Background: an optimization exercise with open tools, aiming at small area, a short achievable clock period and few clock cycles. Do not read the settings as production practice. Where RTL was checked, it was by simulation tests only, not by an equivalence proof against the original. No functional check of the RTL was part of runs 2 to 4. No activity file was given, so power comes from the tool's default toggle rates.

===== design/flow/flow/run.sh =====
#!/bin/bash
# The standard layout, with plain buf_2 cells as the port buffers
# (every input and output port still gets its own buffer).
set -euo pipefail
export BUFFER_PORTS_ARGS="-buffer_cell sky130_fd_sc_hd__buf_2"
bash standard.sh > orfs_flow.log 2>&1

===== design/flow/standard.sh =====
#!/bin/bash
# synth_recipe.tcl (not shown) runs the flow's synth.tcl, then flattens the netlist and writes it again
# the make line also repeats each setting of config.mk as NAME=value (left out here)
make -C /OpenROAD-flow-scripts/flow DESIGN_CONFIG=/design/flow/config.mk WORK_HOME=/design/flow/orfs CLKGATE_MAP_FILE= SYNTH_SCRIPT=/design/flow/synth_recipe.tcl "${@:-finish}"

===== design/flow/config.mk =====
export PLATFORM = sky130hd
export DESIGN_NAME = p1load_sync
export DESIGN_NICKNAME = p1load_sync
export VERILOG_FILES = /design/flow/design.v
export SDC_FILE = /design/flow/constraint.sdc
export NUM_CORES = 4
export LEC_CHECK = 0
export CAP_MARGIN = 20
export CORE_MARGIN = 2
export CORE_UTILIZATION = 45
export SETUP_SLACK_MARGIN = 5.0
export SLEW_MARGIN = 20

===== design/flow/constraint.sdc =====
create_clock -name core_clock -period 8.0 [get_ports {clk}]
set_input_delay 1.6000 -clock core_clock [delete_from_list [all_inputs] [get_ports {clk}]]
set_output_delay 1.6000 -clock core_clock [all_outputs]
set_load 0.01 [all_outputs]

===== design/flow/design.v =====
module p1load_sync (
    input  wire        clk,
    input  wire        rst,
    input  wire        cmd_valid,
    output wire        cmd_ready,
    input  wire [71:0] cmd_data,
    output reg         rsp_valid,
    output wire [2:0]  rsp_status,
    output wire [31:0] rsp_data,
    output wire        trst_req,
    input  wire        trst_ack,
    output wire        tx_valid,
    input  wire        tx_ready,
    output wire [7:0]  tx_data,
    output wire        tx_last,
    output wire        rx_req,
    output wire [3:0]  rx_max,
    output wire [31:0] rx_timeout,
    input  wire        rx_valid,
    input  wire [7:0]  rx_data,
    input  wire        rx_last,
    input  wire        rx_empty,
    output reg         prog_valid,
    output reg  [2:0]  prog_phase,
    output wire [31:0] prog_offset,
    output wire [31:0] prog_total,
    output wire [12:0] img_addr,
    input  wire [31:0] img_data,
    input  wire [31:0] img_len
);
    localparam [2:0] S_OK = 3'd0, S_TIMEOUT = 3'd1, S_ERROR = 3'd2,
                     S_PRECOND = 3'd3, S_ILLEGAL = 3'd4;
    localparam [1:0] SESS_READY = 2'd0, SESS_LINKED = 2'd1,
                     SESS_DONE = 2'd2, SESS_FAILED = 2'd3;
    localparam [3:0] OP_INIT = 4'h1, OP_READ_REG = 4'h2, OP_LFSR_SEED = 4'h3,
                     OP_LFSR_STEP = 4'h4, OP_APPEND_BYTE = 4'h5,
                     OP_APPEND_WORD = 4'h6, OP_FLUSH = 4'h7,
                     OP_RECEIVE_BIT = 4'h8, OP_HANDSHAKE = 4'h9,
                     OP_WAIT_FOR_ACK = 4'hA, OP_LOAD_IMAGE = 4'hB,
                     OP_SHUTDOWN = 4'hC;
    localparam [3:0] ST_IDLE  = 4'd0,
                     ST_DEC   = 4'd1,
                     ST_TRST  = 4'd2,    
                     ST_TXP   = 4'd3,    
                     ST_TXS   = 4'd4,    
                     ST_STORE = 4'd5,    
                     ST_TXW   = 4'd6,    
                     ST_RX    = 4'd7,    
                     ST_WARX  = 4'd8;    
    localparam [1:0] GM_HS = 2'd0, GM_WORD = 2'd1, GM_F9 = 2'd2, GM_AB = 2'd3;
    localparam [1:0] WP_ONE = 2'd0, WP_KIND = 2'd1, WP_CNT = 2'd2, WP_IMG = 2'd3;
    reg [7:0]  lfsr;
    reg [7:0]  version;
    reg [127:0] txbuf;          
    reg [3:0]  rp;              
    reg [4:0]  txcur;
    reg [7:0]  rxbit;           
    reg [7:0]  rxval;           
    reg [3:0]  rxcur;
    reg [3:0]  rxlen;
    reg [1:0]  hs;              
    reg [1:0]  sess;
    reg [2:0]  last_status;
    reg [3:0]  state;
    reg        s_idle, s_trst, s_warx;    
    reg        p4;              
    reg [3:0]  cm;              
    reg        illegal;         
    reg        ld_bad;
    reg        a0z;
    reg        k1;              
    reg        k0;
    reg [31:0] a;               
    reg [13:0] szw;             
    reg [13:0] cnt;             
    reg [1:0]  gm;
    reg [1:0]  wp;
    reg [3:0]  wi;
    reg [1:0]  b10;
    reg [3:0]  ix;              
    reg [1:0]  ackn;
    reg        cact;            
    reg        rq;
    reg [2:0]  rst_s;
    reg [15:0] rdat;
    reg        tv;
    reg [7:0]  tdat;
    reg        tl;
    wire [7:0] lfsr_next = {lfsr[6:0], lfsr[7] ^ lfsr[5] ^ lfsr[4] ^ lfsr[1]};
    assign cmd_ready   = s_idle;
    assign trst_req    = s_trst;
    assign tx_valid    = tv;
    assign tx_data     = tdat;
    assign tx_last     = tl;
    assign rx_req      = rq || s_warx;
    assign rx_max      = s_warx ? 4'd1 : 4'd8;
    assign rx_timeout  = s_warx ? 32'd25 : a;
    assign img_addr    = cnt[12:0];
    assign rsp_status  = rst_s;
    assign rsp_data    = {16'd0, rdat};
    assign prog_offset = p4 ? {17'd0, cnt[12:0], 2'b00} : 32'd0;
    assign prog_total  = {16'd0, szw, 2'b00};
    wire ofree = !tv || tx_ready;
    wire [31:0] src = (wp == WP_IMG) ? img_data :
                      (wp == WP_CNT) ? {18'd0, szw} :
                      (wp == WP_KIND) ? {30'd0, k1, k0} : a;
    reg  [2:0] fld;
    always @(*) begin
        case (wi)
            4'd0: fld = src[2:0];
            4'd1: fld = src[5:3];
            4'd2: fld = src[8:6];
            4'd3: fld = src[11:9];
            4'd4: fld = src[14:12];
            4'd5: fld = src[17:15];
            4'd6: fld = src[20:18];
            4'd7: fld = src[23:21];
            4'd8: fld = src[26:24];
            default: fld = src[29:27];
        endcase
    end
    wire [7:0] wbyte = (wi == 4'd10) ? {4'b1111, b10[1], 2'b01, b10[0]}
                                     : {1'b1, fld[2], 2'b01, fld[1], 2'b01, fld[0]};
    wire       hs_pat = (cnt[8:0] != 9'd0) && (cnt[8:0] <= 9'd250);
    reg [7:0] gbyte;
    reg       gfinal;
    always @(*) begin
        case (gm)
            GM_HS: begin
                gbyte  = hs_pat ? {7'h7F, lfsr[0]} : 8'hF9;
                gfinal = (cnt[8:0] == 9'd508);
            end
            GM_WORD: begin
                gbyte  = wbyte;
                gfinal = (wi == 4'd10) && ((wp == WP_ONE) ||
                         (wp == WP_CNT && szw == 14'd0) ||
                         (wp == WP_IMG && cnt == szw));
            end
            GM_F9: begin
                gbyte  = 8'hF9;
                gfinal = 1'b1;
            end
            default: begin
                gbyte  = a[7:0];
                gfinal = 1'b1;
            end
        endcase
    end
    wire [7:0]  c_op  = cmd_data[7:0];
    wire [31:0] c_a0  = cmd_data[39:8];
    wire [31:0] c_a1  = cmd_data[71:40];
    wire c_a0z  = (c_a0 == 32'd0);
    wire c_a0hz = (c_a0[31:8] == 24'd0);
    wire c_a1z  = (c_a1 == 32'd0);
    reg  c_mbz_bad;
    always @(*) begin
        case (c_op[3:0])
            OP_INIT, OP_LFSR_STEP, OP_FLUSH, OP_HANDSHAKE, OP_SHUTDOWN:
                c_mbz_bad = !c_a0z || !c_a1z;
            OP_READ_REG, OP_LFSR_SEED, OP_APPEND_BYTE:
                c_mbz_bad = !c_a0hz || !c_a1z;
            OP_APPEND_WORD, OP_RECEIVE_BIT, OP_WAIT_FOR_ACK:
                c_mbz_bad = !c_a1z;
            default:  
                c_mbz_bad = (c_a0[31:2] != 30'd0);
        endcase
    end
    wire c_illegal = (c_op == 8'd0) || (c_op > 8'd12) || c_mbz_bad ||
                     (c_op[3:0] == OP_READ_REG && c_a0[7:0] > 8'd8);
    wire c_ld_bad  = (c_a1[1:0] != 2'd0) || (c_a1[31:16] != 16'd0) ||
                     (c_a1[15] && c_a1[14:0] != 15'd0) ||
                     (img_len[31:16] == 16'd0 && c_a1[15:2] > img_len[15:2]);
    reg  allowed;
    always @(*) begin
        case (cm)
            OP_INIT, OP_READ_REG: allowed = 1'b1;
            OP_HANDSHAKE:         allowed = (sess == SESS_READY);
            OP_LOAD_IMAGE, OP_SHUTDOWN: allowed = (sess == SESS_LINKED);
            default:              allowed = (sess != SESS_FAILED);
        endcase
    end
    wire [3:0] hs_val = {hs[1], hs == 2'd1, hs == 2'd1, hs[0] | (hs == 2'd1)};
    reg [15:0] reg_value;
    always @(*) begin
        case (a[3:0])
            4'd0: reg_value = {7'd0, hs_val, last_status, sess};
            4'd1: reg_value = {8'd0, lfsr};
            4'd2: reg_value = {8'd0, version};
            4'd3: reg_value = {11'd0, txcur};
            4'd4: reg_value = {12'd0, rxcur};
            4'd5: reg_value = {12'd0, rxlen};
            4'd6: reg_value = 16'd16;
            4'd7: reg_value = 16'd8;
            default: reg_value = 16'h8000;
        endcase
    end
    wire rx_isb = (rx_data[7:1] == 7'h7F);
    wire [7:0] wsel = 8'd1 << rxcur[2:0];
    wire win_isb = |(rxbit & wsel);
    wire win_val = |(rxval & wsel);
    wire dv = cact && (rq ? (rx_valid && !rx_empty && rx_isb)
                          : (rxcur != rxlen && win_isb));
    wire db = rq ? rx_data[0] : win_val;
    wire nxt_free = (txcur == 5'd0);
    wire ring_app = (state == ST_STORE) && !txcur[4] && (rp == txcur[3:0]);
    wire txp_go   = (state == ST_TXP) && (rp == ix) && ofree;
    always @(posedge clk) begin
        txbuf <= {ring_app ? gbyte : txbuf[7:0], txbuf[127:8]};
        rp    <= rst ? 4'd0 : rp + 4'd1;
    end
    always @(posedge clk) begin
        if (rst) begin
            state       <= ST_IDLE;
            s_idle      <= 1'b1;
            s_trst      <= 1'b0;
            s_warx      <= 1'b0;
            lfsr        <= 8'h00;
            version     <= 8'h00;
            txcur       <= 5'd0;
            rxcur       <= 4'd0;
            rxlen       <= 4'd0;
            hs          <= 2'd0;
            sess        <= SESS_READY;
            last_status <= S_OK;
            rsp_valid   <= 1'b0;
            prog_valid  <= 1'b0;
            tv          <= 1'b0;
            rq          <= 1'b0;
        end else begin
            prog_valid <= 1'b0;
            rsp_valid  <= 1'b0;
            if (tx_ready) tv <= 1'b0;
            if (rsp_valid) begin
                last_status <= rst_s;
                if (rst_s == S_TIMEOUT || rst_s == S_ERROR)
                    sess <= SESS_FAILED;
            end
            case (state)
                ST_IDLE: begin
                    if (cmd_valid) begin
                        cm      <= cmd_data[3:0];
                        illegal <= c_illegal;
                        ld_bad  <= c_ld_bad;
                        a0z     <= c_a0z;
                        a       <= c_a0;
                        szw     <= cmd_data[55:42];
                        go(ST_DEC);
                    end
                end
                ST_DEC: begin
                    rst_s <= S_OK;
                    rdat  <= 16'd0;
                    wi    <= 4'd0;
                    ix    <= 4'd0;
                    cact  <= 1'b1;
                    go(ST_IDLE);
                    if (illegal) begin
                        rst_s     <= S_ILLEGAL;
                        rsp_valid <= 1'b1;
                    end else if (!allowed) begin
                        rst_s     <= S_PRECOND;
                        rsp_valid <= 1'b1;
                    end else begin
                        case (cm)
                            OP_INIT: begin
                                txcur     <= 5'd0;
                                rxcur     <= 4'd0;
                                rxlen     <= 4'd0;
                                lfsr      <= 8'h00;
                                version   <= 8'h00;
                                hs        <= 2'd0;
                                sess      <= SESS_READY;
                                rsp_valid <= 1'b1;
                            end
                            OP_READ_REG: begin
                                rdat      <= reg_value;
                                rsp_valid <= 1'b1;
                            end
                            OP_LFSR_SEED: begin
                                lfsr      <= a[7:0];
                                rsp_valid <= 1'b1;
                            end
                            OP_LFSR_STEP: begin
                                lfsr      <= lfsr_next;
                                rdat      <= {15'd0, lfsr[0]};
                                rsp_valid <= 1'b1;
                            end
                            OP_APPEND_BYTE: begin
                                gm    <= GM_AB;
                                go(ST_STORE);
                            end
                            OP_APPEND_WORD: begin
                                gm    <= GM_WORD;
                                wp    <= WP_ONE;
                                go(ST_STORE);
                            end
                            OP_FLUSH: begin
                                if (nxt_free) rsp_valid <= 1'b1;
                                else go(ST_TXP);
                            end
                            OP_RECEIVE_BIT: begin
                                rq    <= 1'b0;
                                go(ST_RX);
                            end
                            OP_HANDSHAKE: begin
                                prog(3'd0);
                                go(ST_TRST);
                            end
                            OP_WAIT_FOR_ACK: begin
                                gm   <= GM_F9;
                                ackn <= 2'd0;
                                if (a0z) begin
                                    rst_s     <= S_TIMEOUT;
                                    rsp_valid <= 1'b1;
                                end else begin
                                    go(nxt_free ? ST_TXS : ST_TXP);
                                end
                            end
                            OP_LOAD_IMAGE: begin
                                if (ld_bad) begin
                                    rst_s     <= S_PRECOND;
                                    rsp_valid <= 1'b1;
                                end else begin
                                    gm   <= GM_WORD;
                                    wp   <= WP_KIND;
                                    k1   <= a[1];
                                    k0   <= a[0];
                                    a    <= 32'd400;
                                    cnt  <= 14'd0;
                                    ackn <= 2'd1;
                                    go(nxt_free ? ST_TXS : ST_TXP);
                                end
                            end
                            default: begin  
                                gm    <= GM_WORD;
                                wp    <= WP_ONE;
                                go(nxt_free ? ST_TXS : ST_TXP);
                            end
                        endcase
                    end
                end
                ST_TRST: begin
                    if (trst_ack) begin
                        lfsr  <= 8'h50;
                        cnt   <= 14'd0;
                        gm    <= GM_HS;
                        go(nxt_free ? ST_TXS : ST_TXP);
                    end
                end
                ST_TXP: begin
                    if (txp_go) begin
                        tv   <= 1'b1;
                        tdat <= txbuf[7:0];
                        tl   <= (ix == 4'd15) ||
                                ({1'b0, ix} == txcur - 5'd1 && cm == OP_FLUSH);
                        ix   <= ix + 4'd1;
                        if ({1'b0, ix} == txcur - 5'd1) begin
                            ix <= 4'd0;
                            if (cm == OP_FLUSH || txcur[4])
                                txcur <= 5'd0;
                            if (cm == OP_FLUSH)
                                go(ST_TXW);
                            else if (cm == OP_APPEND_BYTE || cm == OP_APPEND_WORD)
                                go(ST_STORE);
                            else
                                go(ST_TXS);
                        end
                    end
                end
                ST_STORE: begin
                    if (txcur[4]) begin
                        go(ST_TXP);
                    end else if (ring_app) begin
                        txcur <= txcur + 5'd1;
                        if (gfinal) go(ST_TXW);
                    end
                end
                ST_TXS: begin
                    if (ofree) begin
                        tv    <= 1'b1;
                        tdat  <= gbyte;
                        tl    <= (txcur[3:0] == 4'd15) || gfinal;
                        txcur <= gfinal ? 5'd0 : {1'b0, txcur[3:0] + 4'd1};
                        if (gfinal) begin
                            if (gm == GM_WORD && cm == OP_LOAD_IMAGE) begin
                                gm <= GM_F9;
                            end else begin
                                go(ST_TXW);
                            end
                        end
                    end
                end
                ST_TXW: begin
                    if (ofree) begin
                        case (cm)
                            OP_HANDSHAKE: begin
                                prog(3'd1);
                                cnt        <= 14'd0;
                                rq         <= 1'b0;
                                go(ST_RX);
                            end
                            OP_LOAD_IMAGE, OP_WAIT_FOR_ACK: begin
                                go(ST_WARX);
                            end
                            OP_SHUTDOWN: begin
                                sess      <= SESS_DONE;
                                rsp_valid <= 1'b1;
                                go(ST_IDLE);
                            end
                            default: begin
                                rsp_valid <= 1'b1;
                                go(ST_IDLE);
                            end
                        endcase
                    end
                end
                ST_WARX: begin
                    if (rx_valid) begin
                        if (rx_empty && a != 32'd1) begin
                            a     <= a - 32'd1;
                            go(ST_TXS);
                        end else if (rx_empty || rx_data != 8'hFE || ackn == 2'd0) begin
                            rst_s     <= rx_empty ? S_TIMEOUT :
                                         (rx_data == 8'hFE) ? S_OK : S_ERROR;
                            rsp_valid <= 1'b1;
                            go(ST_IDLE);
                        end else if (ackn == 2'd1 && k1) begin
                            prog(3'd5);
                            a          <= 32'd200;
                            ackn       <= 2'd2;
                            go(ST_TXS);
                        end else if (ackn == 2'd2) begin
                            prog(3'd6);
                            a          <= 32'd80;
                            ackn       <= 2'd3;
                            go(ST_TXS);
                        end else begin
                            prog(3'd7);
                            sess       <= SESS_DONE;
                            rsp_valid  <= 1'b1;
                            go(ST_IDLE);
                        end
                    end
                end
                ST_RX: begin
                    if (!rq) begin
                        if (!cact) begin
                            rsp_valid <= 1'b1;
                            go(ST_IDLE);
                        end else if (rxcur != rxlen) begin
                            rxcur <= rxcur + 4'd1;
                        end else begin
                            rq    <= 1'b1;
                            ix    <= 4'd0;
                            rxcur <= 4'd0;
                            if (cm == OP_HANDSHAKE)
                                a <= (cnt[8:0] >= 9'd250) ? 32'd50 : 32'd100;
                        end
                    end else if (rx_valid) begin
                        if (rx_empty) begin
                            rq    <= 1'b0;
                            rxcur <= 4'd0;
                            rxlen <= 4'd0;
                            cact  <= 1'b0;
                            rst_s <= S_TIMEOUT;
                            if (cm == OP_HANDSHAKE) begin
                                hs      <= 2'd3;
                                version <= 8'h00;
                            end
                        end else begin
                            rxbit[ix[2:0]] <= rx_isb;
                            rxval[ix[2:0]] <= rx_data[0];
                            ix <= ix + 4'd1;
                            if (cact)
                                rxcur <= ix + 4'd1;
                            if (rx_last) begin
                                rq    <= 1'b0;
                                rxlen <= ix + 4'd1;
                            end
                        end
                    end
                    if (dv) deliver(db);
                end
                default: go(ST_IDLE);
            endcase
            if ((state == ST_TXS && ofree) || ring_app) begin
                case (gm)
                    GM_HS: begin
                        cnt <= cnt + 14'd1;
                        if (hs_pat) lfsr <= lfsr_next;
                    end
                    GM_WORD: begin
                        if (wp == WP_IMG && wi == 4'd0 && cnt[7:0] == 8'd0)
                            prog(3'd4);
                        if (wi == 4'd10) begin
                            wi <= 4'd0;
                            if (wp == WP_KIND) wp <= WP_CNT;
                            else if (wp == WP_CNT) wp <= WP_IMG;
                        end else begin
                            wi <= wi + 4'd1;
                            if (wi == 4'd9) begin
                                b10 <= src[31:30];
                                if (wp == WP_IMG) begin
                                    cnt <= cnt + 14'd1;
                                end
                            end
                        end
                    end
                    default: ;
                endcase
            end
        end
    end
    task go(input [3:0] ns);
        begin
            state  <= ns;
            s_idle <= (ns == ST_IDLE);
            s_trst <= (ns == ST_TRST);
            s_warx <= (ns == ST_WARX);
        end
    endtask
    task prog(input [2:0] ph);
        begin
            prog_valid <= 1'b1;
            prog_phase <= ph;
            p4         <= (ph == 3'd4);
        end
    endtask
    task deliver(input b);
        begin
            if (cm != OP_HANDSHAKE) begin
                cact  <= 1'b0;
                rst_s <= S_OK;
                rdat  <= {15'd0, b};
            end else if (cnt[8:0] < 9'd250) begin
                lfsr <= lfsr_next;
                if (b != lfsr[0]) begin
                    cact    <= 1'b0;
                    hs      <= 2'd2;
                    rst_s   <= S_ERROR;
                end else begin
                    cnt <= cnt + 14'd1;
                    if (cnt[8:0] == 9'd249) begin
                        prog(3'd2);
                    end
                end
            end else begin
                version <= {b, version[7:1]};
                cnt     <= cnt + 14'd1;
                if (cnt[8:0] == 9'd257) begin
                    cact       <= 1'b0;
                    hs         <= 2'd1;
                    sess       <= SESS_LINKED;
                    prog(3'd3);
                    rst_s      <= S_OK;
                    rdat       <= {8'd0, b, version[7:1]};
                end
            end
        end
    endtask
endmodule

==> out/results.md, run 1 <==
| Step | Result | This run |
| --- | --- | --- |
| finish | Share of layout cells above drive strength 1 | 26.9% |
| critical path | Peak per-stage delay on the critical path | 0.38 ns |
| synth | Number of instances in the synthesized netlist | 1714 |
| die | Die width | 194 µm |
| drt | Post-detailed-routing wire length | 57800 µm |
| grt | Vias in the first global route | 14000 |
| finish | Number of nets in the final layout | 2173 |
| synth | Dominant cell type by area after synthesis | edfxtp_1 |
| critical path | Required time of the critical path | 6.40 ns |
| synth | Number of enable flip-flop cells after synthesis | 128 |
| drt | Mean routed wirelength per cell | 23.4 µm |
| synth | Main combinational cell family by area after synthesis | simple AND/OR/NAND/NOR gates |
| critical path | Crit Path Max Fanout | 8 |
| min path | Hold WC Path Type | reg -> reg |
| die | Vertical extent of the die | 194 µm |
| timing | Upper clock frequency limit | 0.324 GHz |
| job | Total of max-cap violations | 0 |
| synth | Xor-xnor portion of the synthesized cell area | 4.10% |
| timing | Final TNS setup | 0 ns |
| timing | Setup repair after global routing missed its margin | true |
| drt | Via count | 14800 |
| grt | Global routing usage summed across all routing layers | 29.4% |
| finish | Area of the multi-input gates | 8340 µm² |
| min path | Hold Crit Depth | 0 |
| synth | Register bit total from synthesis | 307 |
| drt | Final antenna-violating net count | 0 |
| clock tree | Num Clock Sinks | 307 |
| placement | Port buffer count | 254 |
| critical path | Reg2reg path depth | 6 |
| synth | Adder and majority cell fraction of the synthesized area | 2.77% |
| synth | Portion of the post-synthesis area used by sequential elements | 45.7% |
| synth | Distinct cell type count after synthesis | 97 |
| timing | Clock skew | 0.0193 ns |
| critical path | Critical Path AT | 1.48 ns |
| synth | Main area contributors after synthesis | edfxtp_1, dfxtp_1, buf_4, nand2_1, nor2_1 |
| clock tree | Clock transition at the register clock pins on the worst setup and hold paths after CTS | 0.06 ns |
| grt | Number of antenna violations at the first check in global routing | 4 |
| grt | Total grt overflow | 0 |
| grt | Pin count of the biggest net entering global routing | 36 |
| clock tree | Maximum clock insertion buffer count | 3 |
| critical path | RR Endpoint | lfsr[5] |
| critical path | Total buffers and inverters traversed by the critical path | 3 |
| drt | Starting DRC count in detailed routing | 1512 |
| pwr | Largest voltage drop on the vdd net | 0.263 mV |
| synth | Synthesized-area fraction occupied by and/or/nand/nor cells | 19.2% |
| critical path | Worst setup path startpoint | s_warx |
| drt | Drt via density | 5.98 |
| critical path | Crit-path slowest cell | dfxtp_4 |
| synth | Synth Area in Compound Gates | 18.4% |
| finish | Count of inserted antenna diode cells | 0 |
| finish | Most frequent cells in the layout | buf_2, dfxtp_1, nand2_1 |
| finish | Fill cell instance count of the final layout | 3237 |
| synth | Mux contribution to synthesized area | 2.76% |
| finish | Synth-to-Final Area Change | 22.7% |
| drt | Pre-antenna DRT Iters | 6 |
| pwr | Leakage | 7.91 nW |
| synth | Combined area of all synthesized cells | 16200 µm² |
| timing | Max-slew headroom at the worst pin | 17.1% |
| critical path | CP Launch Type | register |
| placement | HPWL after detailed placement | 41300 µm |
| timing | Max Slew Vio Count | 0 |
| finish | Most common library cell in the layout ignoring fill and taps | buf_2 |
| clock tree | Clock insertion delay at the later pin of the skew report | 0.54 ns |
| finish | Post-route core utilization | 56.0% |
| status | Run status | finished clean |
| drt | DR DRC count | 0 |
| finish | Final std cell area, no fill | 19900 µm² |
| die | Top-level I/O count | 318 |
| critical path | Setup CP Type | reg -> out |
| pwr | Ratio of total power to cell area | 286 nW/µm² |
| timing | Time the worst path needs with I/O delays and setup | 3.08 ns |
| critical path | Cell-by-cell trace of the critical path | buf_6, clkbuf_16, nor2b_1, buf_2 |
| die | Core Area | 35600 µm² |
| placement | Total cell area at the placement stage | 17600 µm² |
| die | Number of standard-cell rows in the floorplan | 69 |
| clock tree | CTS Root Cell | clkbuf_16 |
| synth | Mean Syn Cell Area | 9.47 µm² |
| placement | Global placement routability congestion | 0.972 |
| die | Effective utilization at floorplan | 45.7% |
| timing | Number of setup violations in the final report | 0 |
| die | Die area | 37600 µm² |
| synth | Synth top area share | 23.7% |
| clock tree | TritonCTS clock tree | yes |
| clock tree | Number of buffers added to fix hold violations after cts | 0 |
| grt | Global-route wire length before repair | 85500 µm |
| critical path | Worst R2R Start | cm[0] |
| min path | Hold worst-path end | txbuf[31] |
| timing | Tightest Pin Transition | 1.24 ns |
| critical path | Sort of element at the end of the critical path | output pin |
| clock tree | Number of H-tree levels | 2 |
| timing | Final hold vios | 0 |
| synth | Top flip-flop cell by instance count after synthesis | dfxtp_1 |
| finish | Seq. cell area | 7440 µm² |
| synth | Share of async-settable or async-resettable flops after synthesis | 0% |
| timing | Final cycle utilization of the critical path | 38.5% |
| synth | Ys Warns | 1 |
| min path | Hold Crit Start | txbuf[39] |
| critical path | Family with the most delay on the worst path | buffers and inverters |
| critical path | Minimum setup slack among reg-to-reg paths | 5.04 ns |
| clock tree | Number of CTS-inserted buffers | 36 |
## state kept, by name, summed over array words and instances, names as in the netlist, 10 cells and up
register and count:
a 32, txbuf 128, rdat 10, cnt 14, szw 14
## Yosys cell counts, types with 36 or more instances
library cell / n
nand3_1: 50
edfxtp_1: 128
nor2b_1: 45
nand2_1: 151
xnor2_1: 42
ha_1: 36
o21ai_0: 94
nor3_1: 53
dfxtp_1: 179
clkbuf_1: 61
inv_1: 44
buf_4: 77
a21oi_1: 75
nor2_1: 134
nor4_1: 40
## layer usage
layer	GRT usage, %	part of all wire [%]	vias up
met5	0	0.099	-
li1	-	-	6742
met2	46.6	45	850
met3	5.74	9.4	141
met4	10.6	4.0	8
met1	40.1	41	7058
## worst max-delay path by stage
stage | to | cells past startpoint
after floorplan | a[0] | 5
after global placement | cnt[6] | 8
after detailed placement | cnt[10] | 8
after CTS | rx_req | 3
after global routing | rx_timeout[21] | 4
final | rx_timeout[18] | 4
## worst register-to-register path: stages, from the launching register on
cell and delay (ns):
edfxtp_1 0.72, o21bai_1 0.19, a21oi_1 0.43, nand3_4 0.27
or2_2 0.43, nor3_1 0.61, a221o_1 0.26
## cells by family (layout without fill, tap and decap cells)
family | Yosys count | in the layout
xor+xnor | 76 | 76
compound gates | 434 | 434
buf+inv | 217 | 455
fa+ha+maj | 36 | 36
other cells | 1 | 61
mux | 39 | 39
flops | 307 | 307
simple gates | 604 | 604
## final cells by class
cell class,instances,share of cell area [%]
multi-input cells,1250,41.9
flip-flops and latches,307,37.4
clock inverters,18,0.867
repair buffers,344,11.0
inverters,46,0.942
clock buffers,47,5.04
well taps,461,2.90
## power breakdown
part	switching, mW	total [mW]	internal (mW)
Sequential	0.300	2.26	1.96
Combinational	1.08	1.81	0.733
Clock	0.666	1.63	0.960
## timing repair
action / in CTS / in global routing
pin swaps: 7 / 12
gates cloned: 3 / 1
setup endpoints to repair: 215 / 135
setup buffers: 46 / 21
gates resized for setup: 69 / 62
## per-stage QoR
| stage | hold WS [ns] | power (mW) | setup WS, ns | cells |
|---|---|---|---|---|
| 6_report | 0.320 | 5.69 | 4.92 | 2473 |
| 4_1_cts | 0.322 | 5.58 | 4.87 | 2451 |
| 3_3_place_gp | 0.311 | 3.78 | 3.95 | 2337 |
| 5_1_grt | 0.323 | 5.93 | 4.90 | 2473 |
| 3_5_place_dp | 0.312 | 3.80 | 3.93 | 2337 |
| 2_1_floorplan | 0.310 | 3.23 | 4.15 | 1774 |
Testbench counts, summed over its fixed seeds: cycles 50,294.
==> run 2, diff against run 1 <==
--- a/design/flow/design.v
+++ b/design/flow/design.v
@@ -63,7 +63,7 @@
     reg [2:0]  last_status;
     reg [3:0]  state;
     reg        s_idle, s_trst, s_warx;    
-    reg        p4;              
+    reg        hv;              
     reg [3:0]  cm;              
     reg        illegal;         
     reg        ld_bad;
@@ -98,7 +98,7 @@
     assign img_addr    = cnt[12:0];
     assign rsp_status  = rst_s;
     assign rsp_data    = {16'd0, rdat};
-    assign prog_offset = p4 ? {17'd0, cnt[12:0], 2'b00} : 32'd0;
+    assign prog_offset = {17'd0, cnt[12:0], 2'b00};
     assign prog_total  = {16'd0, szw, 2'b00};
     wire ofree = !tv || tx_ready;
     wire [31:0] src = (wp == WP_IMG) ? img_data :
@@ -304,6 +304,8 @@
                             end
                             OP_HANDSHAKE: begin
                                 prog(3'd0);
+                                cnt <= 14'd0;
+                                hv  <= 1'b0;
                                 go(ST_TRST);
                             end
                             OP_WAIT_FOR_ACK: begin
@@ -383,7 +385,8 @@
                         txcur <= gfinal ? 5'd0 : {1'b0, txcur[3:0] + 4'd1};
                         if (gfinal) begin
                             if (gm == GM_WORD && cm == OP_LOAD_IMAGE) begin
-                                gm <= GM_F9;
+                                gm  <= GM_F9;
+                                cnt <= 14'd0;
                             end else begin
                                 go(ST_TXW);
                             end
@@ -454,7 +457,7 @@
                             ix    <= 4'd0;
                             rxcur <= 4'd0;
                             if (cm == OP_HANDSHAKE)
-                                a <= (cnt[8:0] >= 9'd250) ? 32'd50 : 32'd100;
+                                a <= hv ? 32'd50 : 32'd100;
                         end
                     end else if (rx_valid) begin
                         if (rx_empty) begin
@@ -523,7 +526,6 @@
         begin
             prog_valid <= 1'b1;
             prog_phase <= ph;
-            p4         <= (ph == 3'd4);
         end
     endtask
     task deliver(input b);
@@ -532,7 +534,7 @@
                 cact  <= 1'b0;
                 rst_s <= S_OK;
                 rdat  <= {15'd0, b};
-            end else if (cnt[8:0] < 9'd250) begin
+            end else if (!hv) begin
                 lfsr <= lfsr_next;
                 if (b != lfsr[0]) begin
                     cact    <= 1'b0;
@@ -540,14 +542,17 @@
                     rst_s   <= S_ERROR;
                 end else begin
                     cnt <= cnt + 14'd1;
-                    if (cnt[8:0] == 9'd249) begin
+                    if (cnt[7:0] == 8'd249) begin
                         prog(3'd2);
+                        cnt <= 14'd0;
+                        hv  <= 1'b1;
                     end
                 end
             end else begin
                 version <= {b, version[7:1]};
                 cnt     <= cnt + 14'd1;
-                if (cnt[8:0] == 9'd257) begin
+                if (cnt[2:0] == 3'd7) begin
+                    cnt        <= 14'd0;
                     cact       <= 1'b0;
                     hs         <= 2'd1;
                     sess       <= SESS_LINKED;
==> design/flow/flow/run.sh (replaced) <==
#!/bin/bash
# The standard layout, with plain buf_1 cells as the port buffers
# (every input and output port still gets its own buffer).
set -euo pipefail
export BUFFER_PORTS_ARGS="-buffer_cell sky130_fd_sc_hd__buf_1"
bash standard.sh > orfs_flow.log 2>&1
--- a/design/flow/config.mk
+++ b/design/flow/config.mk
@@ -8,5 +8,6 @@
 export CAP_MARGIN = 20
 export CORE_MARGIN = 2
 export CORE_UTILIZATION = 45
+export CTS_CLUSTER_SIZE = 30
 export SETUP_SLACK_MARGIN = 5.0
 export SLEW_MARGIN = 20
==> run 2 against run 1 <==
Still clean on timing, DRC and antenna; total power decreased by 29%; final cell count increased by 1.1%; synthesized cell count increased by 2.0%; maximum frequency decreased by 0.17%; hold slack improved by 0.0010 ns; sequential power decreased by 22%; synthesized area increased by 1.3%; critical path type unchanged; critical endpoint is now rx_timeout[4]; largest power group unchanged.
==> out/results.md, run 2 <==
| Step | Result | This run | Delta |
| --- | --- | --- | --- |
| status | Run status | finished clean |  |
| die | Die width | 195 µm | +0.65% |
| clock tree | Maximum clock insertion buffer count | 3 | unchanged |
| min path | Hold WC Path Type | reg -> reg |  |
| die | Core Area | 36300 µm² | +2.2% |
| synth | Mux contribution to synthesized area | 2.71% | -0.044 points |
| placement | Number of cells after detailed placement | 2355 | +0.77% |
| placement | HPWL after detailed placement | 41700 µm | +1.0% |
| drt | Via count | 15100 | +2.2% |
| timing | Post-Route Hold Slack | 0.321 ns | +0.00105 ns |
| grt | Total grt overflow | 0 | unchanged |
| timing | Tightest Pin Transition | 0.858 ns | -0.378 ns |
| pwr | Fraction of power spent switching nets | 27.4% | -8.5 points |
| grt | Vias in the first global route | 14200 | +1.9% |
| clock tree | Num Clock Sinks | 307 | unchanged |
| placement | Port buffer count | 254 | unchanged |
| drt | DR DRC count | 0 | unchanged |
| timing | Time the worst path needs with I/O delays and setup | 3.09 ns | +0.00531 ns |
| grt | Pin count of the biggest net entering global routing | 48 | +33% |
| synth | Main area contributors after synthesis | edfxtp_1, dfxtp_1, buf_4, nand2_1, o21ai_0 |  |
| synth | Combined area of all synthesized cells | 16500 µm² | +1.3% |
| job | Total of max-cap violations | 0 | unchanged |
| finish | Share of layout cells above drive strength 1 | 17.0% | -9.9 points |
| synth | Synth Area in Compound Gates | 18.7% | +0.31 points |
| critical path | Crit Path Max Fanout | 2 | -6 |
| critical path | Peak per-stage delay on the critical path | 0.42 ns | +0.04 ns |
| finish | Most frequent cells in the layout | buf_1, dfxtp_1, nand2_1 |  |
| finish | Count of inserted antenna diode cells | 0 | unchanged |
| finish | Synth-to-Final Area Change | 21.5% |  |
| clock tree | Number of CTS-inserted buffers | 35 | -2.8% |
| die | Number of standard-cell rows in the floorplan | 70 | +1.4% |
| synth | Synth top area share | 23.4% | -0.31 points |
| timing | Number of setup violations in the final report | 0 | unchanged |
| finish | Fill cell instance count of the final layout | 3229 | -0.25% |
| drt | Final antenna-violating net count | 0 | unchanged |
| critical path | Crit-path slowest cell | edfxtp_1 |  |
| drt | Mean routed wirelength per cell | 23.1 µm | -1.3% |
| grt | Global routing usage summed across all routing layers | 29.3% | -0.14 points |
| critical path | Cell-by-cell trace of the critical path | buf_8, or2_4, buf_6 |  |
| pwr | Ratio of total power to cell area | 201 nW/µm² | -30% |
| synth | Portion of the post-synthesis area used by sequential elements | 45.1% | -0.60 points |
| critical path | CP Launch Type | register |  |
| finish | Seq. cell area | 7450 µm² | +0.10% |
| synth | Share of async-settable or async-resettable flops after synthesis | 0% | unchanged |
| die | Die area | 38100 µm² | +1.3% |
| placement | Total cell area at the placement stage | 17500 µm² | -0.27% |
| critical path | Critical Path AT | 1.49 ns | about the same |
| die | Vertical extent of the die | 195 µm | +0.65% |
| synth | Synthesized-area fraction occupied by and/or/nand/nor cells | 18.9% | -0.35 points |
| drt | Pre-antenna DRT Iters | 6 | unchanged |
| synth | Register bit total from synthesis | 307 | unchanged |
| pwr | Leakage | 7.26 nW | -8.2% |
| critical path | Setup CP Type | reg -> out |  |
| drt | Starting DRC count in detailed routing | 1553 | +2.7% |
| synth | Ys Warns | 1 | unchanged |
| clock tree | Clock transition at the register clock pins on the worst setup and hold paths after CTS | 0.06 ns | about the same |
| timing | Max-slew headroom at the worst pin | 42.2% | +25 points |
| critical path | Sort of element at the end of the critical path | output pin |  |
| drt | Drt via density | 6.05 | +1.2% |
| timing | Final cycle utilization of the critical path | 38.6% | +0.066 points |
| synth | Main combinational cell family by area after synthesis | simple AND/OR/NAND/NOR gates |  |
| synth | Xor-xnor portion of the synthesized cell area | 3.78% | -0.32 points |
| finish | Most common library cell in the layout ignoring fill and taps | buf_1 |  |
| finish | Register with the most flip-flops | txbuf |  |
| synth | Adder and majority cell fraction of the synthesized area | 2.87% | +0.10 points |
| clock tree | Number of H-tree levels | 2 | unchanged |
| finish | Number of standard cells in the final layout excluding fillers | 2499 | +1.1% |
| timing | Setup repair after global routing missed its margin | true |  |
| drt | Post-detailed-routing wire length | 57700 µm | -0.22% |
| synth | Top post-synthesis cells by count | dfxtp_1, nand2_1, edfxtp_1, nor2_1, o21ai_0 |  |
| finish | Largest registers in the final layout | txbuf (128), a (32) |  |
| synth | Dominant cell type by area after synthesis | edfxtp_1 |  |
| finish | Final std cell area, no fill | 20000 µm² | +0.34% |
| die | Top-level I/O count | 318 | unchanged |
| pwr | Net load switching power | 1.10 mW | -46% |
| synth | Number of enable flip-flop cells after synthesis | 128 | unchanged |
| pwr | Logic pwr share | 13.8% | -18 points |
| timing | Max Slew Vio Count | 0 | unchanged |
| timing | Final hold vios | 0 | unchanged |
| pwr | Internal power component | 2.92 mW | -20% |
| finish | Number of flip-flops in the largest register | 128 | unchanged |
| die | Effective utilization at floorplan | 45.3% | -0.38 points |
| synth | Top flip-flop cell by instance count after synthesis | dfxtp_1 |  |
| timing | Upper clock frequency limit | 0.324 GHz | -0.17% |
| clock tree | TritonCTS clock tree | yes |  |
| critical path | Required time of the critical path | 6.40 ns | about the same |
| synth | Number of instances in the synthesized netlist | 1748 | +2.0% |
| clock tree | CTS Root Cell | clkbuf_16 |  |
| synth | Mean Syn Cell Area | 9.41 µm² | -0.64% |
| grt | Global-route wire length before repair | 85700 µm | +0.31% |
| clock tree | Clock insertion delay at the later pin of the skew report | 0.56 ns | +0.02 ns |
| pwr | Largest voltage drop on the vdd net | 0.133 mV | -49% |
| timing | Clock skew | 0.0290 ns | +0.00974 ns |
| pwr | Relative contribution of sequential cells to total power | 43.7% | +4.1 points |
| timing | Final TNS setup | 0 ns | unchanged |
| synth | Distinct cell type count after synthesis | 91 | -6.2% |
| grt | Number of antenna violations at the first check in global routing | 1 | -3 |
| synth | Most common cell in the synthesized netlist | dfxtp_1 |  |
| pwr | Clock share of power | 42.5% | +14 points |
| placement | Global placement routability congestion | 0.965 | -0.73% |
| finish | Area of the multi-input gates | 8540 µm² | +2.4% |
| finish | Number of nets in the final layout | 2193 | +0.92% |
run 2: logic make-up after synthesis:
group	Yosys count
compound gates	443
simple gates	597
flops	307
mux	39
other cells	1
xor+xnor	71
fa+ha+maj	38
buf+inv	252
run 2: layout make-up:
| cell class | instances | area share, % |
|---|---|---|
| multi-input cells | 1249 | 42.7 |
| flip-flops and latches | 307 | 37.3 |
| repair buffers | 353 | 9.68 |
| clock buffers | 49 | 5.23 |
| well taps | 468 | 2.93 |
| inverters | 58 | 1.15 |
| clock inverters | 15 | 0.995 |
run 2: final timing paths:
path	startpoint	endpoint	slack, ns	depth (start not counted)
max	a[4]	rx_timeout[4]	4.91	3
min reg2reg	txbuf[91]	txbuf[83]	0.32	0
max reg2reg	a[27]	a[27]	5.04	7
min	txbuf[91]	txbuf[83]	0.32	0
run 2: per-stage QoR:
stage	setup WS [ns]	power [mW]	util, %
finish	4.91	4.02	55.0
global route	4.87	4.15	55.0
CTS	4.90	4.00	53.6
detailed placement	3.46	2.27	48.2
global placement	3.49	2.26	48.2
floorplan	4.22	2.11	-
run 2: worst max-delay path: cells and delay by family, from the launching register on:
kind                   cells  cell delay, ns
buffers and inverters      2            0.28
AND/OR/NAND/NOR            1            0.24
flip-flops                 1            0.42
run 2: what timing repair did:
action | in CTS | in global routing
resized for setup | 92 | 82
buffers inserted | 50 | 27
pin swaps | 13 | 21
cloned | 0 | 3
hold buffers | 0 | 0
endpoints found under the setup margin | 246 | 157
run 2: layer usage:
layer / part of all wire, % / GRT usage (%)
met4: 4.4 / 11.8
met1: 42 / 39.1
met5: 0.023 / 0
met2: 45 / 47.1
met3: 9.3 / 5.22
run 2: power by group through the flow:
stage | clock, mW | sequential, mW | combinational, mW
after floorplan | 0 | 1.76 | 0.355
after global placement | 0 | 1.81 | 0.454
after detailed placement | 0 | 1.81 | 0.460
after CTS | 1.73 | 1.76 | 0.512
after global routing | 1.79 | 1.76 | 0.596
final | 1.71 | 1.76 | 0.554
==> run 3, diff against run 2 <==
--- a/design/flow/config.mk
+++ b/design/flow/config.mk
@@ -8,6 +8,6 @@
 export CAP_MARGIN = 20
 export CORE_MARGIN = 2
 export CORE_UTILIZATION = 45
-export CTS_CLUSTER_SIZE = 30
 export SETUP_SLACK_MARGIN = 5.0
 export SLEW_MARGIN = 20
+export TNS_END_PERCENT = 20
==> run 3 against run 2 <==
Register-to-register slack worse by 0.10 ns; maximum frequency is 3.2% lower; critical path depth is 1 higher; first-iteration DRC count is 2.4% lower; clock-buffer cell count is 4 higher; sequential share of layout area is 1.5 points higher; largest power group unchanged; synthesized area stayed put; synthesized cell count stayed put.
==> out/results.md, run 3 <==
| Step | Result | This run | Delta |
| --- | --- | --- | --- |
| grt | Global-route wire length before repair | 83400 µm | -2.7% |
| synth | Most common cell in the synthesized netlist | dfxtp_1 |  |
| critical path | Sort of element at the end of the critical path | output pin |  |
| pwr | Ratio of total power to cell area | 204 nW/µm² | +1.5% |
| synth | Ys Warns | 1 | unchanged |
| drt | Mean routed wirelength per cell | 22.7 µm | -1.5% |
| timing | Max-slew headroom at the worst pin | 48.8% | +6.7 points |
| drt | Pre-antenna DRT Iters | 5 | -1 |
| synth | Mean Syn Cell Area | 9.41 µm² | unchanged |
| pwr | Internal power component | 2.84 mW | -2.7% |
| job | Total of max-cap violations | 0 | unchanged |
| die | Top-level I/O count | 318 | unchanged |
| placement | Port buffer count | 254 | unchanged |
| clock tree | Number of CTS-inserted buffers | 35 | unchanged |
| placement | Global placement routability congestion | 0.952 | -1.4% |
| grt | Pin count of the biggest net entering global routing | 48 | unchanged |
| timing | Final TNS setup | 0 ns | unchanged |
| clock tree | Clock insertion delay at the later pin of the skew report | 0.55 ns | about the same |
| critical path | CP Launch Type | register |  |
| drt | Post-detailed-routing wire length | 55900 µm | -3.1% |
| die | Effective utilization at floorplan | 45.3% | unchanged |
| die | Vertical extent of the die | 195 µm | unchanged |
| grt | Global routing usage summed across all routing layers | 28.7% | -0.55 points |
| finish | Post-route core utilization | 52.8% | -2.2 points |
| timing | Time the worst path needs with I/O delays and setup | 3.19 ns | +0.102 ns |
| clock tree | CTS Root Cell | clkbuf_16 |  |
| pwr | Design Power | 3.92 mW | -2.5% |
| drt | Starting DRC count in detailed routing | 1516 | -2.4% |
| pwr | Largest voltage drop on the vdd net | 0.114 mV | -14% |
| critical path | Crit Path Max Fanout | 7 | +5 |
| die | Die width | 195 µm | unchanged |
| finish | Largest registers in the final layout | txbuf (128), a (32) |  |
| timing | Setup repair after global routing missed its margin | true |  |
| min path | Hold WC Path Type | reg -> reg |  |
| timing | Tightest Pin Transition | 0.766 ns | -0.0925 ns |
| synth | Xor-xnor portion of the synthesized cell area | 3.78% | unchanged |
| timing | Number of setup violations in the final report | 0 | unchanged |
| placement | HPWL after detailed placement | 40900 µm | -1.8% |
| pwr | Leakage | 6.85 nW | -5.7% |
| pwr | Fraction of power spent switching nets | 27.5% | +0.11 points |
| synth | Adder and majority cell fraction of the synthesized area | 2.87% | unchanged |
| grt | Number of antenna violations at the first check in global routing | 0 | -1 |
| drt | Uppermost metal layer occupied by signal nets | met4 |  |
| finish | Final std cell area, no fill | 19200 µm² | -4.0% |
| clock tree | Maximum clock insertion buffer count | 3 | unchanged |
| finish | Most common library cell in the layout ignoring fill and taps | buf_1 |  |
| clock tree | Number of H-tree levels | 2 | unchanged |
| die | Core Area | 36300 µm² | unchanged |
| synth | Number of enable flip-flop cells after synthesis | 128 | unchanged |
| critical path | Worst setup path startpoint | s_warx |  |
| critical path | Setup CP Type | reg -> out |  |
| timing | Clock skew | 0.0217 ns | -0.00738 ns |
| critical path | Worst R2R Start | cm[1] |  |
| pwr | Clock share of power | 42.3% | -0.2 points |
| critical path | Critical Path AT | 1.59 ns | +0.10 ns |
| timing | Max Slew Vio Count | 0 | unchanged |
| pwr | Logic pwr share | 12.7% | -1.1 points |
| synth | Register bit total from synthesis | 307 | unchanged |
| clock tree | Num Clock Sinks | 307 | unchanged |
| critical path | Crit-path slowest cell | dfxtp_4 |  |
| synth | Main combinational cell family by area after synthesis | simple AND/OR/NAND/NOR gates |  |
| synth | Share of async-settable or async-resettable flops after synthesis | 0% | unchanged |
| status | Run status | finished clean |  |
| critical path | Peak per-stage delay on the critical path | 0.38 ns | -0.04 ns |
| synth | Distinct cell type count after synthesis | 91 | unchanged |
| synth | Synth top area share | 23.4% | unchanged |
| clock tree | Clock transition at the register clock pins on the worst setup and hold paths after CTS | 0.06 ns | about the same |
| drt | Detailed route wirelength on metal3 | 4930 µm | -8.3% |
| grt | Total grt overflow | 0 | unchanged |
| finish | Share of layout cells above drive strength 1 | 12.0% | -5.1 points |
| placement | Total cell area at the placement stage | 17400 µm² | -0.98% |
| finish | Register with the most flip-flops | txbuf |  |
| synth | Synthesized-area fraction occupied by and/or/nand/nor cells | 18.9% | unchanged |
| synth | Combined area of all synthesized cells | 16500 µm² | unchanged |
| drt | Via count | 14800 | -2.4% |
| finish | Synth-to-Final Area Change | 16.7% |  |
| drt | WL met2 | 24900 µm | -3.5% |
| timing | Final cycle utilization of the critical path | 39.9% | +1.3 points |
| synth | Dominant cell type by area after synthesis | edfxtp_1 |  |
| synth | Synth Area in Compound Gates | 18.7% | unchanged |
| synth | Portion of the post-synthesis area used by sequential elements | 45.1% | unchanged |
| die | Die area | 38100 µm² | unchanged |
| critical path | Required time of the critical path | 6.40 ns | about the same |
| synth | Mux contribution to synthesized area | 2.71% | unchanged |
| finish | Most frequent cells in the layout | buf_1, dfxtp_1, nand2_1 |  |
| drt | M1 WL | 23500 µm | -1.8% |
| synth | Main area contributors after synthesis | edfxtp_1, dfxtp_1, buf_4, nand2_1, o21ai_0 |  |
| pwr | Relative contribution of sequential cells to total power | 45.1% | +1.4 points |
| finish | Number of nets in the final layout | 2153 | -1.8% |
| finish | Fill cell instance count of the final layout | 3393 | +5.1% |
| drt | DR DRC count | 0 | unchanged |
| pwr | Net load switching power | 1.08 mW | -2.2% |
| drt | Final antenna-violating net count | 0 | unchanged |
| die | Number of standard-cell rows in the floorplan | 70 | unchanged |
| critical path | Cell-by-cell trace of the critical path | buf_12, buf_4, nor2b_1, buf_1 |  |
| drt | Drt via density | 6.00 | -0.85% |
| timing | Final hold vios | 0 | unchanged |
| clock tree | TritonCTS clock tree | yes |  |
| synth | Number of instances in the synthesized netlist | 1748 | unchanged |
| synth | Top post-synthesis cells by count | dfxtp_1, nand2_1, edfxtp_1, nor2_1, o21ai_0 |  |
| synth | Top flip-flop cell by instance count after synthesis | dfxtp_1 |  |
| grt | Vias in the first global route | 13700 | -4.0% |
| finish | Number of flip-flops in the largest register | 128 | unchanged |
| min path | Hold Crit Start | txbuf[27] |  |
| timing | Upper clock frequency limit | 0.313 GHz | -3.2% |
-- run 3: cell counts after synthesis --
No cell type changed its count.
-- run 3: final timing paths --
path | to | slack, ns | cells past startpoint
max | rx_timeout[5] | 4.81 | 4
min | txbuf[19] | 0.32 | 0
max reg2reg | cnt[8] | 4.94 | 8
min reg2reg | txbuf[19] | 0.32 | 0
-- run 3: power by group through the flow --
stage          clock (mW)  sequential (mW)  combinational [mW]
4_1_cts              1.69             1.77               0.475
6_report             1.66             1.77               0.497
3_5_place_dp            0             1.81               0.449
5_1_grt              1.75             1.77               0.536
3_3_place_gp            0             1.80               0.446
2_1_floorplan           0             1.76               0.340
-- run 3: area by class of cell --
type,count,area (µm²),area share (%)
diodes,1,2.50,0.0130
clock buffers,53,1110,5.78
clock inverters,11,114,0.593
inverters,58,229,1.19
multi-input cells,1249,8230,42.9
flip-flops and latches,307,7440,38.8
well taps,468,586,3.05
repair buffers,313,1480,7.72
-- run 3: metal layers --
metal  up-vias  GRT usage (%)
met1      7044           39.4
li1       6772              -
met3       124           5.01
met2       828           44.0
met4         0           13.9
met5         -              0
-- run 3: worst max-delay path: cells and delay by family, from the launching register on --
| kind | cells | cell delay (ns) |
|---|---|---|
| buffers and inverters | 3 | 0.47 |
| and+or+nand+nor | 1 | 0.20 |
| DFF | 1 | 0.38 |
-- run 3: metrics by stage --
stage | cells | hold slack [ns] | worst slack [ns]
finish | 2460 | 0.323 | 4.81
detailed placement | 2360 | 0.312 | 3.52
global placement | 2360 | 0.310 | 3.13
floorplan | 1808 | 0.310 | 4.22
global route | 2459 | 0.327 | 4.79
CTS | 2447 | 0.326 | 4.81
-- run 3: kinds of logic after synthesis --
logic type | count (synthesis)
simple gates | 597
compound gates | 443
flops | 307
buf+inv | 252
xor+xnor | 71
mux | 39
fa+ha+maj | 38
other cells | 1
-- run 3: repair_timing --
item | CTS | global route
gates cloned | 1 | 0
setup buffers | 22 | 12
gates resized for setup | 69 | 22
setup endpoints to repair | 197 | 159
pin swaps | 9 | 3
hold buffers | 0 | 0
==> run 4, diff against run 3 <==
--- a/design/flow/config.mk
+++ b/design/flow/config.mk
@@ -10,4 +10,4 @@
 export CORE_UTILIZATION = 45
 export SETUP_SLACK_MARGIN = 5.0
 export SLEW_MARGIN = 20
-export TNS_END_PERCENT = 20
+export TNS_END_PERCENT = 5
==> run 4 against run 3 <==
Still clean; clock skew rose by 0.0030 ns; via count rose by 0.64%; clock power barely moved; register-to-register slack improved by 0.04 ns; largest power group unchanged.
==> out/results.md, run 4 <==
| Step | Result | This run | Delta |
| --- | --- | --- | --- |
| status | Run status | finished clean |  |
| timing | Max-slew headroom at the worst pin | 37.3% | -12 points |
| pwr | Ratio of total power to cell area | 204 nW/µm² | -0.21% |
| clock tree | CTS Root Cell | clkbuf_16 |  |
| grt | Vias in the first global route | 13900 | +1.6% |
| finish | Seq. cell area | 7440 µm² | about the same |
| placement | HPWL after detailed placement | 40900 µm | -0.17% |
| timing | Tightest Pin Transition | 0.940 ns | +0.175 ns |
| synth | Main area contributors after synthesis | edfxtp_1, dfxtp_1, buf_4, nand2_1, o21ai_0 |  |
| clock tree | Clock transition at the register clock pins on the worst setup and hold paths after CTS | 0.06 ns | about the same |
| timing | Final hold vios | 0 | unchanged |
| critical path | Family with the most delay on the worst path | buffers and inverters |  |
| synth | Top flip-flop cell by instance count after synthesis | dfxtp_1 |  |
| drt | DR DRC count | 0 | unchanged |
| finish | Count of inserted antenna diode cells | 0 | -1 |
| synth | Mean Syn Cell Area | 9.41 µm² | unchanged |
| synth | Most common cell in the synthesized netlist | dfxtp_1 |  |
| critical path | Required time of the critical path | 6.40 ns | about the same |
| drt | Uppermost metal layer occupied by signal nets | met4 |  |
| finish | Most common library cell in the layout ignoring fill and taps | buf_1 |  |
| synth | Share of async-settable or async-resettable flops after synthesis | 0% | unchanged |
| finish | Fill cell instance count of the final layout | 3368 | -0.74% |
| finish | Number of flip-flops in the largest register | 128 | unchanged |
| drt | Final antenna-violating net count | 0 | unchanged |
| drt | Pre-antenna DRT Iters | 7 | +2 |
| die | Die width | 195 µm | unchanged |
| grt | Pin count of the biggest net entering global routing | 48 | unchanged |
| drt | Via count | 14900 | +0.64% |
| placement | Total cell area at the placement stage | 17300 µm² | about the same |
| timing | Max Slew Vio Count | 0 | unchanged |
| clock tree | Maximum clock insertion buffer count | 3 | unchanged |
| critical path | Setup CP Type | reg -> out |  |
| timing | Clock skew | 0.0247 ns | +0.00301 ns |
| synth | Register bit total from synthesis | 307 | unchanged |
| drt | Post-detailed-routing wire length | 55800 µm | -0.15% |
| critical path | CP Launch Type | register |  |
| critical path | Total buffers and inverters traversed by the critical path | 2 | -1 |
| job | Total of max-cap violations | 0 | unchanged |
| critical path | Crit Path Max Fanout | 18 | +11 |
| drt | Detailed route wirelength on metal3 | 5210 µm | +5.7% |
| die | Core Area | 36300 µm² | unchanged |
| die | Vertical extent of the die | 195 µm | unchanged |
| drt | Drt via density | 6.05 | +0.73% |
| pwr | Largest voltage drop on the vdd net | 0.127 mV | +12% |
| critical path | Crit-path slowest cell | edfxtp_1 |  |
| finish | Number of nets in the final layout | 2152 | -0.046% |
| finish | Final std cell area, no fill | 19200 µm² | about the same |
| timing | Number of setup violations in the final report | 0 | unchanged |
| pwr | Leakage | 6.85 nW | about the same |
| clock tree | Num Clock Sinks | 307 | unchanged |
| die | Number of standard-cell rows in the floorplan | 70 | unchanged |
| synth | Distinct cell type count after synthesis | 91 | unchanged |
| synth | Portion of the post-synthesis area used by sequential elements | 45.1% | unchanged |
| critical path | Cell-by-cell trace of the critical path | buf_8, nor2b_2, buf_1 |  |
| die | Effective utilization at floorplan | 45.3% | unchanged |
| finish | Share of layout cells above drive strength 1 | 11.8% | -0.14 points |
| finish | Largest registers in the final layout | txbuf (128), a (32) |  |
| timing | Final TNS setup | 0 ns | unchanged |
| synth | Combined area of all synthesized cells | 16500 µm² | unchanged |
| synth | Ys Warns | 1 | unchanged |
| min path | Hold WC Path Type | reg -> reg |  |
| synth | Dominant cell type by area after synthesis | edfxtp_1 |  |
| clock tree | Number of CTS-inserted buffers | 35 | unchanged |
| synth | Top post-synthesis cells by count | dfxtp_1, nand2_1, edfxtp_1, nor2_1, o21ai_0 |  |
| placement | Port buffer count | 254 | unchanged |
| synth | Synth top area share | 23.4% | unchanged |
| finish | Area of the multi-input gates | 8290 µm² | +0.71% |
| grt | Global routing usage summed across all routing layers | 28.5% | -0.25 points |
| clock tree | Clock insertion delay at the later pin of the skew report | 0.55 ns | about the same |
| clock tree | TritonCTS clock tree | yes |  |
| drt | M1 WL | 23200 µm | -1.3% |
| timing | Final cycle utilization of the critical path | 38.7% | -1.2 points |
| die | Top-level I/O count | 318 | unchanged |
| die | Die area | 38100 µm² | unchanged |
| grt | Number of antenna violations at the first check in global routing | 0 | unchanged |
| pwr | Design Power | 3.92 mW | -0.12% |
| critical path | Sort of element at the end of the critical path | output pin |  |
| finish | Synth-to-Final Area Change | 16.8% | about the same |
| critical path | Peak per-stage delay on the critical path | 0.35 ns | -0.03 ns |
| timing | Time the worst path needs with I/O delays and setup | 3.09 ns | -0.0960 ns |
| finish | Most frequent cells in the layout | buf_1, dfxtp_1, nand2_1 |  |
| timing | Upper clock frequency limit | 0.323 GHz | +3.1% |
| timing | Setup repair after global routing missed its margin | true |  |
| synth | Number of enable flip-flop cells after synthesis | 128 | unchanged |
| finish | Register with the most flip-flops | txbuf |  |
| placement | Global placement routability congestion | 0.940 | -1.3% |
| drt | Mean routed wirelength per cell | 22.7 µm | about the same |
| clock tree | Number of H-tree levels | 2 | unchanged |
| grt | Total grt overflow | 0 | unchanged |
| synth | Number of instances in the synthesized netlist | 1748 | unchanged |
| drt | Starting DRC count in detailed routing | 1641 | +8.2% |
| grt | Global-route wire length before repair | 83500 µm | about the same |
| critical path | Critical Path AT | 1.49 ns | -0.10 ns |
| drt | WL met2 | 25000 µm | +0.53% |
[run 4: what timing repair did]
action,CTS,global route
resized for setup,52,48
pin swaps,5,15
endpoints found under the setup margin,215,214
setup buffers,20,16
hold buffers,0,0
[run 4: path summary, 6_finish.rpt]
kind,cells past startpoint,from,endpoint,slack [ns]
min reg2reg,0,txbuf[44],txbuf[36],0.32
min,0,txbuf[44],txbuf[36],0.32
max,3,a[2],rx_timeout[2],4.91
max reg2reg,7,rxcur[2],rdat[5],4.98
[run 4: kinds of logic after synthesis]
| family | count (synthesis) | synth area share [%] |
|---|---|---|
| AND/OR/NAND/NOR | 597 | 18.9 |
| AO/OA/AOI/OAI | 443 | 18.7 |
| flip-flops | 307 | 45.1 |
| buffers and inverters | 252 | 7.91 |
| XOR/XNOR | 71 | 3.78 |
| multiplexers | 39 | 2.71 |
| adder cells (fa/ha/maj) | 38 | 2.87 |
| other | 1 | 0.0228 |
[run 4: final cells by class]
class                      instances  share of cell area (%)
sequential                       307                    38.7
inverter                          58                    1.15
timing repair buffer             312                    7.68
multi-input combinational       1249                    43.2
tap                              468                    3.05
clock buffer                      48                    5.46
clock inverter                    16                   0.768
[run 4: metal layers]
layer | GRT usage, % | vias to the layer above
li1 | - | 6766
met1 | 39.0 | 7135
met2 | 44.4 | 827
met3 | 5.04 | 135
met4 | 12.1 | 0
met5 | 0 | -
[run 4: through the flow]
stage / setup slack [ns] / instances / utilization (%) / hold slack (ns)
after floorplan: 4.22 / 1808 / - / 0.310
after global placement: 3.09 / 2358 / 47.7 / 0.310
after detailed placement: 3.50 / 2358 / 47.7 / 0.312
after CTS: 4.84 / 2442 / 52.0 / 0.323
after global routing: 4.87 / 2458 / 52.9 / 0.328
final: 4.91 / 2458 / 52.9 / 0.322
[run 4: power by group]
part / switching, mW / leakage, nW / total, mW / internal (mW)
registers: 0.0782 / 2.64 / 1.77 / 1.69
clock network: 0.675 / 0.596 / 1.64 / 0.969
logic: 0.323 / 3.61 / 0.506 / 0.183
total: 1.08 / 6.85 / 3.92 / 2.84
==> run 5, diff against run 4 <==
--- a/design/flow/design.v
+++ b/design/flow/design.v
@@ -81,7 +81,6 @@
     reg [1:0]  ackn;
     reg        cact;            
     reg        rq;
-    reg [2:0]  rst_s;
     reg [15:0] rdat;
     reg        tv;
     reg [7:0]  tdat;
@@ -96,7 +95,7 @@
     assign rx_max      = s_warx ? 4'd1 : 4'd8;
     assign rx_timeout  = s_warx ? 32'd25 : a;
     assign img_addr    = cnt[12:0];
-    assign rsp_status  = rst_s;
+    assign rsp_status  = last_status;
     assign rsp_data    = {16'd0, rdat};
     assign prog_offset = {17'd0, cnt[12:0], 2'b00};
     assign prog_total  = {16'd0, szw, 2'b00};
@@ -231,8 +230,7 @@
             rsp_valid  <= 1'b0;
             if (tx_ready) tv <= 1'b0;
             if (rsp_valid) begin
-                last_status <= rst_s;
-                if (rst_s == S_TIMEOUT || rst_s == S_ERROR)
+                if (last_status == S_TIMEOUT || last_status == S_ERROR)
                     sess <= SESS_FAILED;
             end
             case (state)
@@ -248,17 +246,17 @@
                     end
                 end
                 ST_DEC: begin
-                    rst_s <= S_OK;
+                    last_status <= S_OK;
                     rdat  <= 16'd0;
                     wi    <= 4'd0;
                     ix    <= 4'd0;
                     cact  <= 1'b1;
                     go(ST_IDLE);
                     if (illegal) begin
-                        rst_s     <= S_ILLEGAL;
+                        last_status     <= S_ILLEGAL;
                         rsp_valid <= 1'b1;
                     end else if (!allowed) begin
-                        rst_s     <= S_PRECOND;
+                        last_status     <= S_PRECOND;
                         rsp_valid <= 1'b1;
                     end else begin
                         case (cm)
@@ -312,7 +310,7 @@
                                 gm   <= GM_F9;
                                 ackn <= 2'd0;
                                 if (a0z) begin
-                                    rst_s     <= S_TIMEOUT;
+                                    last_status     <= S_TIMEOUT;
                                     rsp_valid <= 1'b1;
                                 end else begin
                                     go(nxt_free ? ST_TXS : ST_TXP);
@@ -320,7 +318,7 @@
                             end
                             OP_LOAD_IMAGE: begin
                                 if (ld_bad) begin
-                                    rst_s     <= S_PRECOND;
+                                    last_status     <= S_PRECOND;
                                     rsp_valid <= 1'b1;
                                 end else begin
                                     gm   <= GM_WORD;
@@ -423,7 +421,7 @@
                             a     <= a - 32'd1;
                             go(ST_TXS);
                         end else if (rx_empty || rx_data != 8'hFE || ackn == 2'd0) begin
-                            rst_s     <= rx_empty ? S_TIMEOUT :
+                            last_status     <= rx_empty ? S_TIMEOUT :
                                          (rx_data == 8'hFE) ? S_OK : S_ERROR;
                             rsp_valid <= 1'b1;
                             go(ST_IDLE);
@@ -465,7 +463,7 @@
                             rxcur <= 4'd0;
                             rxlen <= 4'd0;
                             cact  <= 1'b0;
-                            rst_s <= S_TIMEOUT;
+                            last_status <= S_TIMEOUT;
                             if (cm == OP_HANDSHAKE) begin
                                 hs      <= 2'd3;
                                 version <= 8'h00;
@@ -532,14 +530,14 @@
         begin
             if (cm != OP_HANDSHAKE) begin
                 cact  <= 1'b0;
-                rst_s <= S_OK;
+                last_status <= S_OK;
                 rdat  <= {15'd0, b};
             end else if (!hv) begin
                 lfsr <= lfsr_next;
                 if (b != lfsr[0]) begin
                     cact    <= 1'b0;
                     hs      <= 2'd2;
-                    rst_s   <= S_ERROR;
+                    last_status   <= S_ERROR;
                 end else begin
                     cnt <= cnt + 14'd1;
                     if (cnt[7:0] == 8'd249) begin
@@ -557,7 +555,7 @@
                     hs         <= 2'd1;
                     sess       <= SESS_LINKED;
                     prog(3'd3);
-                    rst_s      <= S_OK;
+                    last_status      <= S_OK;
                     rdat       <= {8'd0, b, version[7:1]};
                 end
             end
--- a/design/flow/config.mk
+++ b/design/flow/config.mk
@@ -7,7 +7,7 @@
 export LEC_CHECK = 0
 export CAP_MARGIN = 20
 export CORE_MARGIN = 2
-export CORE_UTILIZATION = 45
+export CORE_UTILIZATION = 55
 export SETUP_SLACK_MARGIN = 5.0
 export SLEW_MARGIN = 20
 export TNS_END_PERCENT = 5
==> run 5 against run 4 <==
Clock-buffer cell count fell by 4; worst setup slack worse by 0.090 ns; synthesized area fell by 0.46%; final cell count is 3.9% lower; global-route usage increased by 6.2 points; sequential share of layout area rose by 0.69 points; total power fell by 2.9%; maximum frequency fell by 2.8%; via count rose by 1.8%; hold slack improved by 0.00051 ns; clock skew fell by 0.012 ns.
==> out/results.md, run 5 <==
| Step | Result | This run | Delta |
| --- | --- | --- | --- |
| status | Run status | finished clean |  |
| pwr | Leakage | 6.74 nW | -1.6% |
| drt | Final antenna-violating net count | 0 | unchanged |
| critical path | Setup CP Type | reg -> out |  |
| job | Total of max-cap violations | 0 | unchanged |
| drt | DR DRC count | 0 | unchanged |
| min path | Hold worst-path end | txbuf[8] |  |
| die | Die width | 177 µm | -9.6% |
| finish | Most common library cell in the layout ignoring fill and taps | buf_1 |  |
| critical path | Worst R2R Start | rxcur[2] |  |
| min path | Hold Crit Start | txbuf[16] |  |
| timing | Post-Route Hold Slack | 0.323 ns | +0.000513 ns |
| critical path | RR Endpoint | prog_phase[2] |  |
| clock tree | Maximum clock insertion buffer count | 3 | unchanged |
| drt | Via count | 15100 | +1.8% |
| finish | Largest registers in the final layout | txbuf (128), a (32) |  |
| drt | Starting DRC count in detailed routing | 2071 | +26% |
| timing | Time the worst path needs with I/O delays and setup | 3.19 ns | +0.0901 ns |
| timing | Clock skew | 0.0122 ns | -0.0125 ns |
| synth | Combined area of all synthesized cells | 16400 µm² | -0.46% |
| die | Core Area | 29500 µm² | -19% |
| critical path | Reg2reg path depth | 8 | +1 |
| synth | Distinct cell type count after synthesis | 86 | -5.5% |
| synth | Dominant cell type by area after synthesis | edfxtp_1 |  |
| synth | Number of enable flip-flop cells after synthesis | 125 | -2.3% |
| min path | Hold Crit Depth | 0 | unchanged |
| clock tree | Num Clock Sinks | 304 | -0.98% |
| timing | Final cycle utilization of the critical path | 39.8% | +1.1 points |
| placement | Total cell area at the placement stage | 17100 µm² | -1.2% |
| placement | Port buffer count | 254 | unchanged |
| grt | Vias in the first global route | 13700 | -1.6% |
| placement | HPWL after detailed placement | 40100 µm | -1.7% |
| die | Die area | 31200 µm² | -18% |
| min path | Hold WC Path Type | reg -> reg |  |
==> run 5: cell count changes in the layout (fill, tap and decap cells not counted), sizes merged, moves of 8 or more <==
cell	previous run	this run
nand2b	26	17
o22ai	16	8
a311oi	1	11
nor4	45	53
nor3	62	48
==> run 5: cell type report <==
cell class	instances	area [µm²]	share of cell area, %
Multi-Input combinational cell	1250	8190	44.0
Sequential cell	304	7340	39.4
Timing Repair Buffer	307	1380	7.40
Clock buffer	44	926	4.97
Tap cell	390	488	2.62
Inverter	52	195	1.05
Clock inverter	14	109	0.584
Antenna cell	1	2.50	0.0134
==> run 5: power by group <==
part | leakage (nW) | internal (mW) | total, mW | switching, mW
logic | 3.61 | 0.203 | 0.559 | 0.355
clock network | 0.522 | 0.817 | 1.46 | 0.644
registers | 2.61 | 1.68 | 1.78 | 0.101
==> run 5: what timing repair did <==
item / in CTS / in global routing
setup buffers: 28 / 4
pin swaps: 7 / 1
gates resized for setup: 35 / 17
gates cloned: 1 / 0
endpoints found under the setup margin: 214 / 199
==> run 5: how the worst max path moves through the flow <==
stage / endpoint / slack, ns / cells past startpoint
after floorplan: a[0] / 4.22 / 6
after global placement: version[5] / 3.76 / 7
after detailed placement: version[7] / 3.73 / 7
after CTS: rx_timeout[7] / 4.78 / 2
after global routing: cnt[3] / 4.76 / 10
final: rx_timeout[3] / 4.81 / 3
==> run 5: layer usage <==
metal  vias to the layer above  part of all wire (%)  wire, µm
met5                         -                     0         0
met4                         0                   4.2      2330
met3                       155                    10      5570
met2                      1009                    45     25100
met1                      7223                    41     22800
li1                       6741                     -         -
==> run 5: kinds of logic after synthesis <==
family | synth area share [%]
DFF | 44.8
and+or+nand+nor | 18.6
adders and majority gates | 2.96
AOI/OAI and AO/OA | 18.8
muxes | 3.07
buffers and inverters | 7.85
xor gates and xnor gates | 3.93
other | 0.0229
==> run 5: critical path: stages (launching register included) <==
cell,delay [ns]
edfxtp_1,0.38
buf_4,0.21
or2_2,0.28
buf_1,0.13
==> run 5: metrics by stage <==
step / total power, mW / util (%) / worst slack, ns
floorplan: 2.16 / - / 4.22
global placement: 2.32 / 58.2 / 3.76
detailed placement: 2.32 / 58.2 / 3.73
CTS: 3.80 / 62.8 / 4.78
global route: 3.93 / 63.2 / 4.76
finish: 3.80 / 63.2 / 4.81
Testbench counts of run 5, summed over its fixed seeds: cycles 50,294.

Re-timed with assumed drivers on the ports (clkbuf_16 on the clock, buf_2 on other inputs), run 5 has 4.765 ns of setup slack against 4.815 ns with ideal ports, and 4.243 ns once port delays also move by the mid clock arrival of 0.626 ns.
